What follows belongs to an exercise in optimizing a design on an open flow for small area and a short achievable clock period; a production flow would make more cautious choices.
RTL that was checked went through simulation tests only; none was proved equivalent to the original.
Power figures rest on the tool's default switching activity, not on a simulated workload.

==> flow/design.v <==
module midi_ring (
    input  wire       clk,
    input  wire       rst,
    input  wire       push,
    input  wire [7:0] push_byte,
    input  wire       step_en,
    output wire [7:0] front,        
    output wire       do_pop,       
    output wire       do_check,     
    output wire       ovf
);
    localparam [5:0] CNT0  = 6'd0;     
    localparam [5:0] CNT1  = 6'd1;     
    localparam [5:0] CNT2  = 6'd2;
    localparam [5:0] CNT62 = 6'd48;
    localparam [5:0] CNT63 = 6'd32;    
    reg [7:0] S [0:62-1];
    reg [5:0] cnt;
    reg       ovf_r;
    reg       phase;                
    reg [7:0] front_r;
    function [5:0] up;
        input [5:0] x;
        up = {x[4:0], x[5] ^ x[4] ^ ~|x[4:0]};
    endfunction
    function [5:0] down;
        input [5:0] y;
        down = {y[0] ^ y[5] ^ ~|y[5:1], y[5:1]};
    endfunction
    reg  empty, one, full;
    wire two    = (cnt == CNT2);
    wire fill62 = (cnt == CNT62);
    wire pop_ok = ~phase & ~empty;
    assign do_pop   = step_en & pop_ok;
    assign do_check = step_en & phase;
    assign ovf      = ovf_r;
    assign front    = front_r;
    wire [511:0] rd_tab;         
    assign rd_tab[8*2 +: 8] = S[0];    
    assign rd_tab[8*4 +: 8] = S[1];    
    assign rd_tab[8*8 +: 8] = S[2];    
    assign rd_tab[8*16 +: 8] = S[3];    
    assign rd_tab[8*33 +: 8] = S[4];    
    assign rd_tab[8*3 +: 8] = S[5];    
    assign rd_tab[8*6 +: 8] = S[6];    
    assign rd_tab[8*12 +: 8] = S[7];    
    assign rd_tab[8*24 +: 8] = S[8];    
    assign rd_tab[8*49 +: 8] = S[9];    
    assign rd_tab[8*34 +: 8] = S[10];    
    assign rd_tab[8*5 +: 8] = S[11];    
    assign rd_tab[8*10 +: 8] = S[12];    
    assign rd_tab[8*20 +: 8] = S[13];    
    assign rd_tab[8*41 +: 8] = S[14];    
    assign rd_tab[8*19 +: 8] = S[15];    
    assign rd_tab[8*39 +: 8] = S[16];    
    assign rd_tab[8*15 +: 8] = S[17];    
    assign rd_tab[8*30 +: 8] = S[18];    
    assign rd_tab[8*61 +: 8] = S[19];    
    assign rd_tab[8*58 +: 8] = S[20];    
    assign rd_tab[8*52 +: 8] = S[21];    
    assign rd_tab[8*40 +: 8] = S[22];    
    assign rd_tab[8*17 +: 8] = S[23];    
    assign rd_tab[8*35 +: 8] = S[24];    
    assign rd_tab[8*7 +: 8] = S[25];    
    assign rd_tab[8*14 +: 8] = S[26];    
    assign rd_tab[8*28 +: 8] = S[27];    
    assign rd_tab[8*57 +: 8] = S[28];    
    assign rd_tab[8*50 +: 8] = S[29];    
    assign rd_tab[8*36 +: 8] = S[30];    
    assign rd_tab[8*9 +: 8] = S[31];    
    assign rd_tab[8*18 +: 8] = S[32];    
    assign rd_tab[8*37 +: 8] = S[33];    
    assign rd_tab[8*11 +: 8] = S[34];    
    assign rd_tab[8*22 +: 8] = S[35];    
    assign rd_tab[8*45 +: 8] = S[36];    
    assign rd_tab[8*27 +: 8] = S[37];    
    assign rd_tab[8*55 +: 8] = S[38];    
    assign rd_tab[8*46 +: 8] = S[39];    
    assign rd_tab[8*29 +: 8] = S[40];    
    assign rd_tab[8*59 +: 8] = S[41];    
    assign rd_tab[8*54 +: 8] = S[42];    
    assign rd_tab[8*44 +: 8] = S[43];    
    assign rd_tab[8*25 +: 8] = S[44];    
    assign rd_tab[8*51 +: 8] = S[45];    
    assign rd_tab[8*38 +: 8] = S[46];    
    assign rd_tab[8*13 +: 8] = S[47];    
    assign rd_tab[8*26 +: 8] = S[48];    
    assign rd_tab[8*53 +: 8] = S[49];    
    assign rd_tab[8*42 +: 8] = S[50];    
    assign rd_tab[8*21 +: 8] = S[51];    
    assign rd_tab[8*43 +: 8] = S[52];    
    assign rd_tab[8*23 +: 8] = S[53];    
    assign rd_tab[8*47 +: 8] = S[54];    
    assign rd_tab[8*31 +: 8] = S[55];    
    assign rd_tab[8*63 +: 8] = S[56];    
    assign rd_tab[8*62 +: 8] = S[57];    
    assign rd_tab[8*60 +: 8] = S[58];    
    assign rd_tab[8*56 +: 8] = S[59];    
    assign rd_tab[8*48 +: 8] = S[60];    
    assign rd_tab[8*32 +: 8] = S[61];    
    assign rd_tab[8*0 +: 8] = 8'bx;     
    assign rd_tab[8*1 +: 8] = 8'bx;     
    wire [7:0] rd = rd_tab[8*cnt +: 8];
    wire [7:0] front_pop   = one ? push_byte : rd;
    wire [7:0] front_nopop = (empty | (push & full)) ? push_byte : front_r;
    wire [5:0] cnt_pop     = push ? cnt : down(cnt);
    wire [5:0] cnt_nopop   = push ? (full ? CNT1 : up(cnt)) : cnt;
    integer i;
    always @(posedge clk) begin
        if (push) begin
            S[0] <= push_byte;
            for (i = 1; i < 62; i = i + 1)
                S[i] <= S[i-1];
        end
        front_r <= do_pop ? front_pop : front_nopop;
    end
    always @(posedge clk) begin
        if (rst) begin
            cnt   <= CNT0;
            empty <= 1'b1;
            one   <= 1'b0;
            full  <= 1'b0;
            ovf_r <= 1'b0;
            phase <= 1'b0;
        end else begin
            cnt   <= do_pop ? cnt_pop : cnt_nopop;
            empty <= do_pop ? (~push & one) : (~push & empty);
            one   <= do_pop ? (push ? one : two) : (push ? (empty | full) : one);
            full  <= do_pop ? (push & full) : (push ? fill62 : full);
            if (~do_pop & push & full)
                ovf_r <= 1'b1;
            else if (do_check)
                ovf_r <= 1'b0;
            if (step_en)
                phase <= ~phase & empty;
        end
    end
endmodule
module midi_parser (
    input  wire       clk,
    input  wire       rst,
    input  wire       feed,
    input  wire [7:0] feed_byte,
    input  wire       force_desync,
    output reg        msg_valid,
    output wire [7:0] msg_status,
    output wire [7:0] msg_d1,
    output wire [7:0] msg_d2,
    output wire [1:0] msg_len
);
    reg [6:0] rs;
    reg       rs_v;
    reg       have;
    reg [7:0] pd1;
    reg [6:0] st_q;
    reg [7:0] d1_q;
    reg [7:0] d2_q;
    reg [1:0] len_q;
    wire [7:0] b     = feed_byte;
    wire       rt    = &b[7:3];
    wire       stat  = b[7] & ~rt;             
    wire       chan  = b[7] & ~(&b[6:4]);      
    wire       need1 = rs[6] & ~rs[5];         
    wire       acc   = ~b[7] & rs_v;           
    wire       emit  = rt | (acc & (need1 | have));
    always @(posedge clk) begin
        st_q  <= rt ? b[6:0] : rs;
        d1_q  <= rt ? 8'h00 : (need1 ? b : pd1);
        d2_q  <= (rt | need1) ? 8'h00 : b;
        len_q <= {~rt, b[7] | ~need1};
        if (feed & chan)
            rs <= b[6:0];
        if (feed & acc & ~need1 & ~have)
            pd1 <= b;
    end
    always @(posedge clk) begin
        if (rst) begin
            msg_valid <= 1'b0;
            rs_v      <= 1'b0;
            have      <= 1'b0;
        end else begin
            msg_valid <= feed & emit;
            if (force_desync) begin
                rs_v <= 1'b0;
                have <= 1'b0;
            end else if (feed) begin
                if (stat) begin
                    rs_v <= chan;
                    have <= 1'b0;
                end else if (acc & ~need1) begin
                    have <= ~have;
                end
            end
        end
    end
    assign msg_status = {1'b1, st_q};
    assign msg_d1     = d1_q;
    assign msg_d2     = d2_q;
    assign msg_len    = len_q;
endmodule
module midi_framer (
    input  wire       clk,
    input  wire       rst,           
    input  wire       in_valid,
    input  wire [7:0] in_byte,
    input  wire       step_en,       
    input  wire       desync_req,    
    output wire       msg_valid,
    output wire [7:0] msg_status,
    output wire [7:0] msg_d1,
    output wire [7:0] msg_d2,
    output wire [1:0] msg_len
);
    wire [7:0] front;
    wire       do_pop, do_check, ovf;
    midi_ring u_ring (
        .clk      (clk),
        .rst      (rst),
        .push     (in_valid),
        .push_byte(in_byte),
        .step_en  (step_en),
        .front    (front),
        .do_pop   (do_pop),
        .do_check (do_check),
        .ovf      (ovf)
    );
    midi_parser u_parser (
        .clk         (clk),
        .rst         (rst),
        .feed        (do_pop),
        .feed_byte   (front),
        .force_desync((do_check & ovf) | desync_req),
        .msg_valid   (msg_valid),
        .msg_status  (msg_status),
        .msg_d1      (msg_d1),
        .msg_d2      (msg_d2),
        .msg_len     (msg_len)
    );
endmodule
Settings: LEC_CHECK=0, CAP_MARGIN=20, CORE_MARGIN=2, CORE_UTILIZATION=50, CTS_CLUSTER_DIAMETER=80, CTS_CLUSTER_SIZE=25, PLACE_DENSITY=0.7, SETUP_SLACK_MARGIN=4.6, SLEW_MARGIN=20; clock period 7.0 ns.
run.sh (not shown) runs the stock make flow with config.mk's settings and CLKGATE_MAP_FILE= SYNTH_SCRIPT=/design/flow/synth_recipe.tcl, a recipe that flattens the netlist after the stock synthesis.
Edit:
--- a/flow/design.v
+++ b/flow/design.v
@@ -9,12 +9,10 @@
     output wire       do_check,     
     output wire       ovf
 );
     localparam [5:0] CNT0  = 6'd0;     
     localparam [5:0] CNT1  = 6'd1;     
-    localparam [5:0] CNT2  = 6'd2;
-    localparam [5:0] CNT62 = 6'd48;
     localparam [5:0] CNT63 = 6'd32;    
     reg [7:0] S [0:62-1];
     reg [5:0] cnt;
     reg       ovf_r;
     reg       phase;                
@@ -25,13 +23,13 @@
     endfunction
     function [5:0] down;
         input [5:0] y;
         down = {y[0] ^ y[5] ^ ~|y[5:1], y[5:1]};
     endfunction
-    reg  empty, one, full;
-    wire two    = (cnt == CNT2);
-    wire fill62 = (cnt == CNT62);
+    wire empty  = (cnt == CNT0);
+    wire one    = (cnt == CNT1);
+    wire full   = (cnt == CNT63);
     wire pop_ok = ~phase & ~empty;
     assign do_pop   = step_en & pop_ok;
     assign do_check = step_en & phase;
     assign ovf      = ovf_r;
     assign front    = front_r;
@@ -115,20 +113,14 @@
         front_r <= do_pop ? front_pop : front_nopop;
     end
     always @(posedge clk) begin
         if (rst) begin
             cnt   <= CNT0;
-            empty <= 1'b1;
-            one   <= 1'b0;
-            full  <= 1'b0;
             ovf_r <= 1'b0;
             phase <= 1'b0;
         end else begin
-            cnt   <= do_pop ? cnt_pop : cnt_nopop;
-            empty <= do_pop ? (~push & one) : (~push & empty);
-            one   <= do_pop ? (push ? one : two) : (push ? (empty | full) : one);
-            full  <= do_pop ? (push & full) : (push ? fill62 : full);
+            cnt <= do_pop ? cnt_pop : cnt_nopop;
             if (~do_pop & push & full)
                 ovf_r <= 1'b1;
             else if (do_check)
                 ovf_r <= 1'b0;
             if (step_en)
Outcome:
- wire length decreases by 0.60%
- hold slack hardly moves
- count of clock-buffer cells in the layout decreases by 9
- combinational power increases by 69%
- worst setup slack loses 0.017 ns
- via count decreases by about 2.4%
- clock power decreases by about 5%
- power increases by about 9%
- sequential share of layout area increases by 0.47 points
- cell count decreases by about 1.2%
- sequential power increases by about 4%
- non-clock buffer count decreases by 9
- utilization decreases by 0.40 points
Only the layout flow was run in the first run of this note; the RTL was not checked for function there.

what the ideal ports hide:
How much do the figures lean on ideal ports? The routed layouts below were timed once more, with nothing changed but the port constraints. Step 1 (the two cells are an assumption about what drives the block):
set clk [get_ports {clk}]
set_driving_cell -lib_cell sky130_fd_sc_hd__clkbuf_16 $clk
set_driving_cell -lib_cell sky130_fd_sc_hd__buf_2 [delete_from_list [all_inputs] $clk]
Step 2 also shifts input and output timing later by t, the mid clock arrival at the registers, as if the neighbouring blocks saw the same clock. Slacks: ideal / step 1 / step 2; pairs: ideal / step 1.
run	shift t [ns]	setup WS [ns]	hold WS [ns]
the first run	0.624	4.574 / 4.522 / 4.012	0.429 / 0.429 / 0.429
the second run	0.633	4.556 / 4.505 / 4.026	0.431 / 0.431 / 0.431
After both steps every run listed still meets setup and hold. For the first run, which loses most, drivers alone change the setup slack by -0.052 ns; drivers and shift together by -0.562 ns.
